From an optimization exercise on the open Yosys and OpenROAD flow, aimed at small area, a short achievable clock period and few clock cycles per item; shortcuts taken in it are not production practice. At most, simulation tests tie the RTL to the original design; equivalence was not proved. Power and IR drop assume default switching activity.

==> inputs of job 148 <==
==> flow/design.v <==
module cptv_encoder (
    input  wire        clk,
    input  wire        rst,           
    input  wire        cmd_valid,
    output wire        cmd_ready,
    input  wire [4:0]  cmd_width,     
    input  wire [15:0] cmd_count,     
    input  wire        cmd_hist,      
    output reg         cmd_err,       
    input  wire        s_valid,
    output reg         s_ready,
    input  wire [15:0] s_data,
    input  wire        h_valid,
    output reg         h_ready,
    input  wire [15:0] h_data,
    output reg         out_valid,
    input  wire        out_ready,
    output wire [31:0] out_data,
    output reg         out_last,
    output reg         res_valid,
    output reg  [4:0]  res_width
);
    reg        idle;          
    reg        busy;          
    reg        fin;           
    reg [4:0]  width;         
    reg        hist;
    reg [15:0] cnt;           
    reg        ge2;           
    reg        rp;            
    reg        s_full, h_full;
    reg [15:0] s_reg, h_reg;
    reg        t_full;
    reg [16:0] t_q;
    reg [16:0] tprev;         
    reg [15:0] mor;           
    reg        c_full;
    reg [15:0] c_q;           
    reg [62:0] buf_q;
    reg [5:0]  fill;          
    reg [5:0]  sh;            
    assign cmd_ready = idle;
    assign out_data  = buf_q[62:31];
    wire accept = cmd_valid && idle;
    wire cmd_ok = (cmd_width <= 5'd16) && (cmd_count != 16'd0);
    wire start  = accept && cmd_ok;
    wire pack   = (width != 5'd0);
    wire xfer   = out_valid && out_ready;
    reg  go;
    wire h_ok   = h_full || !hist;
    wire pk     = c_full && go;
    wire mv2    = t_full && go;
    wire mv1    = s_full && h_ok && go;
    wire last   = !ge2;
    wire t_last = !busy;
    wire c_last = !busy && !t_full;
    wire s_take = s_valid && s_ready;
    wire h_take = h_valid && h_ready;
    wire [16:0] t     = {1'b0, s_reg} - {1'b0, h_reg};
    wire [17:0] r     = {t_q[16], t_q} - {tprev[16], tprev};
    wire [17:0] mag   = r[17] ? ~r : r;
    wire [15:0] mfold = {mag[16] | mag[15], mag[14:0]};
    wire [15:0] mask  = ~(16'hFFFF << width);
    wire [5:0]  pw   = ~sh;                       
    wire [30:0] fine = {15'd0, c_q} << sh[3:0];
    wire [3:0]  lane = {4{pk}} & (4'b0001 << sh[5:4]);
    wire [62:0] placed;
    genvar j;
    generate
        for (j = 0; j < 63; j = j + 1) begin : g_place
            if (j < 16)
                assign placed[j] = lane[0] & fine[j];
            else if (j % 16 == 15)
                assign placed[j] = lane[j / 16] & fine[15];
            else
                assign placed[j] = (lane[j / 16] & fine[j % 16]) |
                                   (lane[j / 16 - 1] & fine[16 + j % 16]);
        end
    endgenerate
    wire [62:0] orv      = buf_q | placed;
    wire [5:0]  fill_add = pk ? pw : fill;
    wire [62:0] buf_next  = xfer ? {orv[30:0], 32'd0} : orv;
    wire [5:0]  fill_next = xfer ? fill_x : fill_add;
    wire        fin_next  = (pk && c_last && pack) || (fin && !(xfer && out_last));
    wire        busy_next = start || (busy && !(mv1 && last));
    wire        sf_next   = s_take || (s_full && !mv1);
    wire        hf_next   = h_take || (h_full && !mv1);
    wire        tf_next   = go ? (s_full && h_ok) : t_full;
    wire        cf_next   = go ? t_full : c_full;
    wire        hist_next = accept ? cmd_hist : hist;
    wire        ge2_next  = accept ? (cmd_count[15:1] != 15'd0) :
                            mv1 ? ((cnt[15:2] != 14'd0) || (cnt[1] && cnt[0])) : ge2;
    wire        go_next   = !(fill_next[5] && fill_next[4]);
    wire [5:0]  fill_x    = {1'b0, fill_add[4:0] & {5{fill_add[5]}}};
    wire        hok_next  = hf_next || !hist_next;
    wire [5:0]  sh_add    = pk ? sh - {1'b0, width} : sh;
    wire [5:0]  sh_next   = accept ? ~{1'b0, cmd_width} : {sh_add[5] ^ xfer, sh_add[4:0]};
    reg [4:0] sel;
    integer i;
    always @(*) begin
        sel = 5'd1;
        for (i = 0; i < 15; i = i + 1)
            if (mor[i]) sel = i[4:0] + 5'd2;
        if (mor[15]) sel = 5'd0;
    end
    always @(posedge clk) begin
        if (accept) begin
            width <= cmd_width;
            hist  <= cmd_hist;
            cnt   <= cmd_count;
            tprev <= 17'd0;
            mor   <= 16'd0;
        end else begin
            if (mv1) cnt <= cnt - 16'd1;
            if (mv2) begin
                tprev <= t_q;
                mor   <= mor | mfold;
            end
        end
        ge2 <= ge2_next;
        if (!s_full || mv1) s_reg <= s_data;
        if (accept) h_reg <= 16'd0;
        else if (hist && (!h_full || mv1)) h_reg <= h_data;
        sh <= sh_next;
        if (go) begin
            t_q    <= t;
            c_q    <= r[15:0] & mask;
        end
        res_width <= sel;
        if (rst) begin
            idle      <= 1'b1;
            go        <= 1'b1;
            busy      <= 1'b0;
            fin       <= 1'b0;
            rp        <= 1'b0;
            s_full    <= 1'b0;
            h_full    <= 1'b0;
            s_ready   <= 1'b0;
            h_ready   <= 1'b0;
            t_full    <= 1'b0;
            c_full    <= 1'b0;
            buf_q     <= 63'd0;
            fill      <= 6'd0;
            out_valid <= 1'b0;
            out_last  <= 1'b0;
            res_valid <= 1'b0;
            cmd_err   <= 1'b0;
        end else begin
            cmd_err   <= accept && !cmd_ok;
            rp        <= mv2 && t_last;
            res_valid <= rp;
            busy      <= busy_next;
            s_full    <= sf_next;
            h_full    <= hf_next;
            t_full    <= tf_next;
            c_full    <= cf_next;
            fin       <= fin_next;
            idle      <= !busy_next && !tf_next && !cf_next && !fin_next;
            s_ready   <= (busy_next && !sf_next) ||
                         (sf_next && hok_next && go_next && ge2_next);
            h_ready   <= hist_next && ((busy_next && !hf_next) ||
                         (hf_next && sf_next && go_next && ge2_next));
            buf_q     <= buf_next;
            fill      <= fill_next;
            go        <= go_next;
            out_valid <= fill_next[5] || (fin_next && (fill_next != 6'd0));
            out_last  <= fin_next && !(fill_next[5] && (fill_next[4:0] != 5'd0));
        end
    end
endmodule
==> flow/flow/run.sh <==
#!/bin/bash
# The standard layout (standard.sh, unchanged synthesis and steps), with the
# port buffers that ORFS inserts made plain buffers instead of delay cells.
set -euo pipefail
export BUFFER_PORTS_ARGS="-buffer_cell sky130_fd_sc_hd__buf_2"
bash standard.sh > standard.log 2>&1
==> flow/standard.sh <==
#!/bin/bash
# synth_recipe.tcl (not shown) runs the flow's synth.tcl, then flattens the netlist and writes it again
# the make line also repeats each setting of config.mk as NAME=value (left out here)
make -C /OpenROAD-flow-scripts/flow DESIGN_CONFIG=/design/flow/config.mk WORK_HOME=/design/flow/orfs CLKGATE_MAP_FILE= SYNTH_SCRIPT=/design/flow/synth_recipe.tcl "${@:-finish}"
==> flow/config.mk <==
export PLATFORM = sky130hd
export DESIGN_NAME = cptv_encoder
export DESIGN_NICKNAME = cptv_encoder
export VERILOG_FILES = /design/flow/design.v
export SDC_FILE = /design/flow/constraint.sdc
export NUM_CORES = 4
export LEC_CHECK = 0
export CAP_MARGIN = 20
export CORE_MARGIN = 2
export CORE_UTILIZATION = 40
export SETUP_SLACK_MARGIN = 4.9
export SLEW_MARGIN = 20
==> flow/constraint.sdc <==
create_clock -name core_clock -period 7.5 [get_ports {clk}]
set_input_delay 1.5000 -clock core_clock [delete_from_list [all_inputs] [get_ports {clk}]]
set_output_delay 1.5000 -clock core_clock [all_outputs]
set_load 0.01 [all_outputs]
==> job 4392 (differences from job 148) <==
--- a/flow/config.mk
+++ b/flow/config.mk
@@ -10,2 +10,5 @@
 export CORE_UTILIZATION = 40
+export CTS_BUF_LIST = sky130_fd_sc_hd__clkbuf_4 sky130_fd_sc_hd__clkbuf_8
+export CTS_CLUSTER_DIAMETER = 70
+export CTS_CLUSTER_SIZE = 14
 export SETUP_SLACK_MARGIN = 4.9
==> job 6603 (differences from job 148) <==
--- a/flow/config.mk
+++ b/flow/config.mk
@@ -10,2 +10,5 @@
 export CORE_UTILIZATION = 40
+export CTS_BUF_LIST = sky130_fd_sc_hd__clkbuf_16
+export CTS_CLUSTER_DIAMETER = 80
+export CTS_CLUSTER_SIZE = 20
 export SETUP_SLACK_MARGIN = 4.9
==> impl_metrics.ini <==
[setup_path]
startpoint = cmd_width[3]
r2r_cells = 12
required_ps = 7960
cp.depth = 6
worst_ep_arrival_time_ps = 3030
reg2reg_slack_ps = 4970

[finish]
fin_util_pct = 47.2
seq_share_pct = 39.0

[pwr]
p_leak_nw = 5.06
seq_power_share_pct = 36.8

[global_route]
grt_max_degree = 47

[timing]
worst_hold_slack_ps = 446
timing.final.ws_setup_ps = 4930
finalClockSkew_ps = 7.99

[status]
outcome = complete, no violations
[end of results for job 148]
==> impl_metrics.ini <==
[status]
outcome = complete, no violations

[timing]
worst_hold_slack_ps = 449
finalClockSkew_ps = 27.1
timing.final.ws_setup_ps = 4960

[global_route]
use_met3_pct = 2.15
grt_max_degree = 47

[synthesis]
postSynthAreaPerCell_um2 = 9.07

[finish]
seq_share_pct = 40.2
fin_util_pct = 45.8

[setup_path]
r2r_cells = 11
worst_ep_arrival_time_ps = 2760
required_ps = 7720
startpoint = t_q[0]

[pwr]
p_leak_nw = 4.89

[clock_network]
cts_root_buf = clkbuf_16
[end of results for job 6603]
==> impl_metrics.ini <==
[status]
outcome = complete, no violations

[synthesis]
synth_most_common_cell = nand2_1

[finish]
fin_util_pct = 45.5
seq_share_pct = 40.6

[floorplanning]
io_pins = 104

[setup_path]
critPathBufInv = 1
startpoint = idle
r2r_cells = 12
reg2reg_slack_ps = 4960
cp.depth = 1
rr_startpoint = t_q[0]
path_class = flop to output port
required_ps = 6000

[hold_path]
holdPathStages = 1

[timing]
worst_hold_slack_ps = 454
timing.final.ws_setup_ps = 4890

[global_route]
grt_overflow = 0
grt_max_degree = 73

[routing]
drt_wl_total_mm = 26.2

[pwr]
seq_power_share_pct = 42.1
p_leak_nw = 4.83
[end of results for job 4392]
Testbench counts of job 148, summed over its fixed seeds: cycles 463,669, samples 462,776.
Testbench counts of job 4392, summed over its fixed seeds: cycles 463,669, samples 462,776.
Testbench counts of job 6603, summed over its fixed seeds: cycles 463,669, samples 462,776.

---

==> inputs of run E <==
Starts from the design.v that is shown in full above.
==> flow/config.mk <==
export PLATFORM = sky130hd
export DESIGN_NAME = cptv_encoder
export DESIGN_NICKNAME = cptv_encoder
export VERILOG_FILES = /design/flow/design.v
export SDC_FILE = /design/flow/constraint.sdc
export NUM_CORES = 4
export LEC_CHECK = 0
export CAP_MARGIN = 20
export CORE_MARGIN = 2
export CORE_UTILIZATION = 60
export CTS_BUF_LIST = sky130_fd_sc_hd__clkbuf_4 sky130_fd_sc_hd__clkbuf_8
export SETUP_SLACK_MARGIN = 4.9
export SLEW_MARGIN = 20
==> flow/constraint.sdc <==
create_clock -name core_clock -period 7.5 [get_ports {clk}]
set_input_delay 1.5000 -clock core_clock [delete_from_list [all_inputs] [get_ports {clk}]]
set_output_delay 1.5000 -clock core_clock [all_outputs]
set_load 0.01 [all_outputs]
standard.sh (not shown) runs the stock make flow with config.mk's settings and CLKGATE_MAP_FILE= SYNTH_SCRIPT=/design/flow/synth_recipe.tcl, a recipe that flattens the netlist after the stock synthesis.
==> flow/flow/run.sh <==
#!/bin/bash
# The standard layout (standard.sh, unchanged synthesis and steps), with the
# port buffers that ORFS inserts made plain buffers instead of delay cells.
set -euo pipefail
export BUFFER_PORTS_ARGS="-buffer_cell sky130_fd_sc_hd__buf_2"
bash standard.sh > standard.log 2>&1
==> run R (differences from run E) <==
--- a/flow/design.v
+++ b/flow/design.v
@@ -19,5 +19,5 @@
     output reg         out_last,
     output reg         res_valid,
-    output reg  [4:0]  res_width
+    output wire [4:0]  res_width
 );
     reg        idle;          
@@ -34,5 +34,5 @@
     reg [16:0] t_q;
     reg [16:0] tprev;         
-    reg [15:0] mor;           
+    reg [15:0] mor;
     reg        c_full;
     reg [15:0] c_q;           
@@ -42,4 +42,5 @@
     assign cmd_ready = idle;
     assign out_data  = buf_q[62:31];
+    assign res_width = mor[4:0];
     wire accept = cmd_valid && idle;
     wire cmd_ok = (cmd_width <= 5'd16) && (cmd_count != 16'd0);
@@ -117,4 +118,5 @@
                 mor   <= mor | mfold;
             end
+            if (rp) mor[4:0] <= sel;
         end
         ge2 <= ge2_next;
@@ -127,5 +129,4 @@
             c_q    <= r[15:0] & mask;
         end
-        res_width <= sel;
         if (rst) begin
             idle      <= 1'b1;
==> flow/flow/run.sh (replaced) <==
#!/bin/bash
# The standard layout (standard.sh, unchanged synthesis and steps), with the
# port buffers that ORFS inserts made plain buffers instead of delay cells.
set -euo pipefail
export BUFFER_PORTS_ARGS="-buffer_cell sky130_fd_sc_hd__buf_1"
bash standard.sh > standard.log 2>&1
- CAP_MARGIN: 20 -> 0
- CORE_UTILIZATION: 60 -> 47
- CTS_CLUSTER_DIAMETER: default -> 70
- CTS_CLUSTER_SIZE: default -> 14
- SLEW_MARGIN: 20 -> 0
==> run Z (differences from run E) <==
==> flow/run.sh (new file) <==
#!/bin/bash
# synth_recipe.tcl (not shown) runs the flow's synth.tcl, then flattens the netlist and writes it again
# the make line also repeats each setting of config.mk as NAME=value (left out here)
make -C /OpenROAD-flow-scripts/flow DESIGN_CONFIG=/design/flow/config.mk WORK_HOME=/design/flow/orfs CLKGATE_MAP_FILE= SYNTH_SCRIPT=/design/flow/synth_recipe.tcl finish
- CORE_UTILIZATION: 60 -> 40
- CTS_BUF_LIST: sky130_fd_sc_hd__clkbuf_4 sky130_fd_sc_hd__clkbuf_8 -> default
- SETUP_SLACK_MARGIN: 4.9 -> 4.3
removed: flow/flow/run.sh
removed: flow/standard.sh
==> qor summary <==
metric                                                                         run R                    run Z                    run E
Result of the run                                            complete, no violations  complete, no violations  complete, no violations
Row cnt                                                                           57                       61                       49
Fraction of layout instances using a drive strength above 1                    13.3%                    6.35%                    20.1%
Number of unique standard cell types used by synthesis                            76                       65                       65
Multi-input gate share of the layout cell area                                 46.8%                    40.8%                    43.6%
Part of the total power dissipated in combinational logic                      41.3%                    30.1%                    33.9%
P_sw                                                                       0.00135 W                0.00126 W                0.00133 W
Cell-internal power                                                        0.00238 W                0.00261 W                0.00255 W
Capture point of the worst reg-to-reg path                                   mor[10]                   mor[5]                  mor[10]
Maximum vdd drop                                                              192 uV                   216 uV                   211 uV
Global router's overall resource usage                                         20.3%                    17.2%                    25.6%
Buffers outside the clock class                                                  136                      115                      132
Depth of the CTS H-tree                                                            1                        1                        2
Clock Buffer Count                                                                29                       40                       59
Synth top area share                                                           23.8%                    25.3%                    25.3%
Testbench counts of run E, summed over its fixed seeds: cycles 463,669, samples 462,776.
Testbench counts of run Z, summed over its fixed seeds: cycles 463,669, samples 462,776.
Only the layout flow was run in run R; the RTL was not checked for function there.

==> what the ideal ports hide <==
Ports are ideal in the flow. The routed layouts listed here were re-timed in OpenROAD.
Step 1, drivers: a clkbuf_16 drives clk and a buf_2 each remaining input, both assumed.
Step 2 times the ports against the registers' clock, not the clock port: input delays grow and output delays shrink by t, the midpoint of the rising clock arrivals with the driver on.
a / b / c = no drivers / after step 1 / after step 2; a / b = the first two.
run	t (ns)	slack for setup (ns)	hold slack, ns	worst register clock-pin slew, ns	pins driven straight from the clock port
job 148	0.577	4.926 / 4.893 / 4.377	0.446 / 0.446 / 0.446	0.06 / 0.06	1
job 4392	0.585	4.892 / 4.845 / 4.385	0.454 / 0.454 / 0.454	0.10 / 0.10	1
job 6603	0.532	4.957 / 4.911 / 4.472	0.449 / 0.449 / 0.449	0.09 / 0.09	1
run E	0.549	4.836 / 4.836 / 4.391	0.433 / 0.433 / 0.433	0.07 / 0.07	1
run R	0.565	4.901 / 4.901 / 4.388	0.458 / 0.458 / 0.458	0.10 / 0.10	1
run Z	0.575	4.439 / 4.466 / 3.891	0.444 / 0.444 / 0.444	0.06 / 0.06	1
After both steps every run listed still meets setup and hold. For job 148, which loses most, drivers alone change the setup slack by -0.033 ns; drivers and shift together by -0.549 ns.
